This design comes from an exercise in tuning for small area, a short achievable clock period and few clock cycles per item on the open sky130 flow, not from production work.
Only simulation tests tie the RTL to the original design; equivalence was not proved.

==> flow/design.v (excerpt) <==
module fpu (
    input  wire        clk,
    input  wire        rst,
    input  wire        in_valid,
    output wire        in_ready,
    input  wire [3:0]  op,
    input  wire [31:0] a,
    input  wire [31:0] b,
    output reg         out_valid,
    output reg  [31:0] y,
    output reg         fault
);
    localparam [3:0] OP_ADD = 4'd0, OP_SUB = 4'd1, OP_MUL = 4'd2, OP_DIV = 4'd3,
                     OP_XOR = 4'd4, OP_AND = 4'd5, OP_FROMBITS = 4'd6,
                     OP_TOBITS = 4'd7, OP_FLIPSIGN = 4'd12;
    localparam [31:0] QNAN = 32'h7FC00000;
    localparam K = 13;               
    localparam R = 2;                
    localparam NDL = K - 1;          
    reg        v0;
    reg [3:0]  op0;
    reg [31:0] a0, b0;
    reg        div0;
    wire       div_busy, div_busy_nx;
    reg        v1, div1;
    wire       go0 = v0 && (!div0 || !div_busy);
    reg        rdy, rdy_port;    
    assign in_ready = rdy_port;
    wire       nv0   = rdy ? in_valid : v0;
    wire       ndiv0 = rdy ? (op == OP_DIV) : div0;
    wire       nv0p   = rdy_port ? in_valid : v0;
    wire       ndiv0p = rdy_port ? (op == OP_DIV) : div0;
    always @(posedge clk) begin
        if (rst) begin
            v0  <= 1'b0;
            rdy <= 1'b1;
            rdy_port <= 1'b1;
        end else begin
            if (rdy) v0 <= in_valid;
            rdy <= !(nv0 && ndiv0 && div_busy_nx);
            rdy_port <= !(nv0p && ndiv0p && div_busy_nx);
        end
        if (rdy) begin
            op0  <= op;
            a0   <= a;
            b0   <= b;
            div0 <= (op == OP_DIV);
        end
    end
    wire is_add = (op0 == OP_ADD) || (op0 == OP_SUB);
    wire is_mul = (op0 == OP_MUL);
    wire is_div = div0;
    wire [31:0] bf = (op0 == OP_SUB) ? {~b0[31], b0[30:0]} : b0;
    wire [7:0]  ea = a0[30:23], eb = b0[30:23];
    wire a_nan  = (ea == 8'hFF) && (a0[22:0] != 0);
    wire b_nan  = (eb == 8'hFF) && (b0[22:0] != 0);
    wire a_inf  = (ea == 8'hFF) && (a0[22:0] == 0);
    wire b_inf  = (eb == 8'hFF) && (b0[22:0] == 0);
  ...
Settings: LEC_CHECK=0, ABC_CLOCK_PERIOD_IN_PS=4000, CAP_MARGIN=20, CORE_MARGIN=2, CORE_UTILIZATION=62, SLEW_MARGIN=20; clock period 17.0 ns.
run.sh (not shown) runs the stock make flow with config.mk's settings and CLKGATE_MAP_FILE= SYNTH_SCRIPT=/design/flow/synth_recipe.tcl, a recipe that flattens the netlist after the stock synthesis.
Testbench counts at the start, summed over its fixed seeds: cycles 11,405, items 9,600.
Edit:
--- a/flow/design.v
+++ b/flow/design.v
@@ -2373,24 +2373,24 @@
     input  wire [3:0]  op,
     input  wire [31:0] a,
     input  wire [31:0] b,
     output reg         out_valid,
     output reg  [31:0] y,
     output reg         fault
 );
     localparam [3:0] OP_ADD = 4'd0, OP_SUB = 4'd1, OP_MUL = 4'd2, OP_DIV = 4'd3,
                      OP_XOR = 4'd4, OP_AND = 4'd5, OP_FROMBITS = 4'd6,
                      OP_TOBITS = 4'd7, OP_FLIPSIGN = 4'd12;
     localparam [31:0] QNAN = 32'h7FC00000;
-    localparam K = 13;               
-    localparam R = 2;                
+    localparam K = 9;                
+    localparam R = 3;                
     localparam NDL = K - 1;          
     reg        v0;
     reg [3:0]  op0;
     reg [31:0] a0, b0;
     reg        div0;
     wire       div_busy, div_busy_nx;
     reg        v1, div1;
     wire       go0 = v0 && (!div0 || !div_busy);
     reg        rdy, rdy_port;    
     assign in_ready = rdy_port;
     wire       nv0   = rdy ? in_valid : v0;
=> Register-to-register slack got worse by 0.36 ns. Via count goes up by about 0.34%. Critical path depth goes up by 6. Synthesized area goes down by about 1.2%. Global-route usage goes down by 0.22 points. Clock skew goes down by 0.017 ns. Design area goes down by about 1.5%. Die area goes down by about 1.1%. First-iteration DRC count goes down by about 2.7%. Worst setup slack got worse by 0.36 ns.
Testbench counts after the change, summed over its fixed seeds: cycles 10,390, items 9,600.

========
Another version of the RTL of fpu (not shown whole).
Size: roughly 8900 cells after synthesis, roughly 1400 flip-flops, ~110 I/O pins, roughly 87000 µm² of cells after synthesis.
==> flow/config.mk <==
export PLATFORM = sky130hd
export DESIGN_NAME = fpu
export DESIGN_NICKNAME = fpu
export VERILOG_FILES = /design/flow/design.v
export SDC_FILE = /design/flow/constraint.sdc
export NUM_CORES = 4
export LEC_CHECK = 0
export ABC_CLOCK_PERIOD_IN_PS = 4000
export CAP_MARGIN = 20
export CORE_MARGIN = 2
export CORE_UTILIZATION = 62
export SLEW_MARGIN = 20
==> flow/constraint.sdc <==
create_clock -name core_clock -period 17.0 [get_ports {clk}]
set_input_delay 3.4000 -clock core_clock [delete_from_list [all_inputs] [get_ports {clk}]]
set_output_delay 3.4000 -clock core_clock [all_outputs]
set_load 0.01 [all_outputs]
The starting point produced a clean layout.
Testbench counts at the start, summed over its fixed seeds: cycles 11,405, items 9,600.
==> next run, changes <==
--- a/flow/design.v
+++ b/flow/design.v
@@ -26,31 +26,29 @@
         else if (r[24] ? ov1 : ov0)
             y = {sign, 8'hFF, 23'd0};
         else
             y = {sign, r[24] ? be1[7:0] : be[7:0], r[22:0]};
     end
 endmodule
 module fp_add_align (
     input  wire [31:0] a,
     input  wire [31:0] b,
-    input  wire        aez,      
-    input  wire        bez,
     output wire [23:0] m1,       
     output reg  [26:0] m2al,     
     output wire [7:0]  e1,       
     output wire        sres,
     output wire        effsub
 );
     wire [7:0] ea = a[30:23], eb = b[30:23];
-    wire [7:0] eaf = {ea[7:1], ea[0] | aez};
-    wire [7:0] ebf = {eb[7:1], eb[0] | bez};
-    wire [23:0] ma = {!aez, a[22:0]};
-    wire [23:0] mb = {!bez, b[22:0]};
+    wire [7:0] eaf = (ea == 8'd0) ? 8'd1 : ea;
+    wire [7:0] ebf = (eb == 8'd0) ? 8'd1 : eb;
+    wire [23:0] ma = {ea != 8'd0, a[22:0]};
+    wire [23:0] mb = {eb != 8'd0, b[22:0]};
     wire swap = a[30:0] < b[30:0];
     wire [8:0] dab = {1'b0, eaf} - {1'b0, ebf};
     wire [8:0] dba = {1'b0, ebf} - {1'b0, eaf};
     wire [4:0] sab = dab[4:0];
     wire [4:0] sba = dba[4:0];
     wire       bab = |dab[7:5];
     wire       bba = |dba[7:5];
     integer i;
     reg [4:0] tza, tzb;
@@ -2384,45 +2382,38 @@
                      OP_TOBITS = 4'd7, OP_FLIPSIGN = 4'd12;
     localparam [31:0] QNAN = 32'h7FC00000;
     localparam K = 13;               
     localparam R = 2;                
     localparam NDL = K - 1;          
     reg        v0;
     reg [3:0]  op0;
     reg [31:0] a0, b0;
     reg        div0;
-    reg        aez0, bez0;       
     wire       div_busy, div_busy_nx;
     reg        v1, div1;
     wire       go0 = v0 && (!div0 || !div_busy);
-    reg        rdy, rdy_port;    
-    assign in_ready = rdy_port;
+    reg        rdy;
+    assign in_ready = rdy;
     wire       nv0   = rdy ? in_valid : v0;
     wire       ndiv0 = rdy ? (op == OP_DIV) : div0;
-    wire       nv0p   = rdy_port ? in_valid : v0;
-    wire       ndiv0p = rdy_port ? (op == OP_DIV) : div0;
     always @(posedge clk) begin
         if (rst) begin
             v0  <= 1'b0;
             rdy <= 1'b1;
-            rdy_port <= 1'b1;
         end else begin
-            if (rdy) v0 <= in_valid;
+            if (in_ready) v0 <= in_valid;
             rdy <= !(nv0 && ndiv0 && div_busy_nx);
-            rdy_port <= !(nv0p && ndiv0p && div_busy_nx);
         end
-        if (rdy) begin
+        if (in_ready) begin
             op0  <= op;
             a0   <= a;
             b0   <= b;
             div0 <= (op == OP_DIV);
-            aez0 <= (a[30:23] == 8'd0);
-            bez0 <= (b[30:23] == 8'd0);
         end
     end
     wire is_add = (op0 == OP_ADD) || (op0 == OP_SUB);
     wire is_mul = (op0 == OP_MUL);
     wire is_div = div0;
     wire [31:0] bf = (op0 == OP_SUB) ? {~b0[31], b0[30:0]} : b0;
     wire [7:0]  ea = a0[30:23], eb = b0[30:23];
     wire a_nan  = (ea == 8'hFF) && (a0[22:0] != 0);
     wire b_nan  = (eb == 8'hFF) && (b0[22:0] != 0);
@@ -2469,26 +2460,26 @@
             OP_AND:                 ey = a0 & b0;
             OP_FROMBITS, OP_TOBITS: ey = a0;
             OP_FLIPSIGN:            ey = {~a0[31], a0[30:0]};
             default:                ey_fault = 1'b1;
         endcase
     end
     wire [23:0] na, nb;
     wire [4:0] lza, lzb;
     wire [7:0] efa, efb;
-    fp_prenorm u_pna (.e(ea), .ez(aez0), .f(a0[22:0]), .n(na), .lz(lza), .ef(efa));
-    fp_prenorm u_pnb (.e(eb), .ez(bez0), .f(b0[22:0]), .n(nb), .lz(lzb), .ef(efb));
+    fp_prenorm u_pna (.e(ea), .f(a0[22:0]), .n(na), .lz(lza), .ef(efa));
+    fp_prenorm u_pnb (.e(eb), .f(b0[22:0]), .n(nb), .lz(lzb), .ef(efb));
     wire [23:0] am1;
     wire [26:0] am2;
     wire [7:0]  ae1;
     wire        asres, aeffsub;
     fp_add_align u_aal (
-        .a(a0), .b(bf), .aez(aez0), .bez(bez0), .m1(am1), .m2al(am2), .e1(ae1), .sres(asres), .effsub(aeffsub)
+        .a(a0), .b(bf), .m1(am1), .m2al(am2), .e1(ae1), .sres(asres), .effsub(aeffsub)
     );
     wire [31:0] div_y;
     fp_div #(.R(R), .K(K)) u_div (
         .clk(clk), .rst(rst), .start(go0 && div0),
         .na(na), .nb(nb),
         .ee($signed({2'd0, efa}) - $signed({2'd0, efb})),
         .el($signed({2'd0, lza}) - $signed({2'd0, lzb})), .sign(sx),
         .busy(div_busy), .busy_nx(div_busy_nx), .y(div_y)
     );
@@ -2603,27 +2594,26 @@
     always @(posedge clk) begin
         if (rst) out_valid <= 1'b0;
         else     out_valid <= dl_v[NDL];
         y     <= dl_d[NDL] ? div_y : dl_y[NDL];
         fault <= dl_f[NDL];
     end
 endmodule
 module fp_prenorm (
     input  wire [7:0]  e,
-    input  wire        ez,       
     input  wire [22:0] f,
     output wire [23:0] n,
     output reg  [4:0]  lz,
     output wire [7:0]  ef        
 );
     integer i;
     always @* begin
         lz = 5'd0;
-        if (ez) begin
+        if (e == 8'd0) begin
             lz = 5'd24;
             for (i = 0; i < 23; i = i + 1)
                 if (f[i]) lz = 23 - i;
         end
     end
-    assign n  = {!ez, f} << lz;
-    assign ef = {e[7:1], e[0] | ez};
+    assign n  = {e != 8'd0, f} << lz;
+    assign ef = (e == 8'd0) ? 8'd1 : e;
 endmodule
The new run produced a clean layout.
Hold slack degrades by 0.0063 ns.
Final area goes up by 0.77%.
Count of clock-buffer cells in the layout shrinks by 8.
Setup slack degrades by 0.20 ns.
Routed wire length went down by 0.72%.
Testbench counts after the change, summed over its fixed seeds: cycles 11,405, items 9,600.

==> what the ideal ports hide <==
The results above use ideal ports. As a check the final layouts listed here were re-extracted and re-timed, cells and wires unchanged. Step 1, drivers: a clkbuf_16 drives clk and a buf_2 each remaining input, both assumed. Step 2 moves the port delays by t, midway between the first and last clock arrival at a register: inputs arrive t later, outputs are due t later. That takes back most of the time a late clock gives input paths. Slacks: no drivers / after step 1 / after step 2; pairs: no drivers / after step 1.
run | t, ns | setup slack, ns | latest minus earliest clock arrival (ns)
the first run of note 1 | 0.886 | 11.395 / 11.395 / 11.395 | 0.102 / 0.102
the second run of note 1 | 0.851 | 11.034 / 11.034 / 11.034 | 0.076 / 0.075
the first run of note 2 | 0.889 | 11.747 / 11.664 / 11.837 | 0.100 / 0.100
the second run of note 2 | 0.863 | 11.544 / 11.544 / 11.544 | 0.079 / 0.079
After both steps every run listed still meets setup and hold.
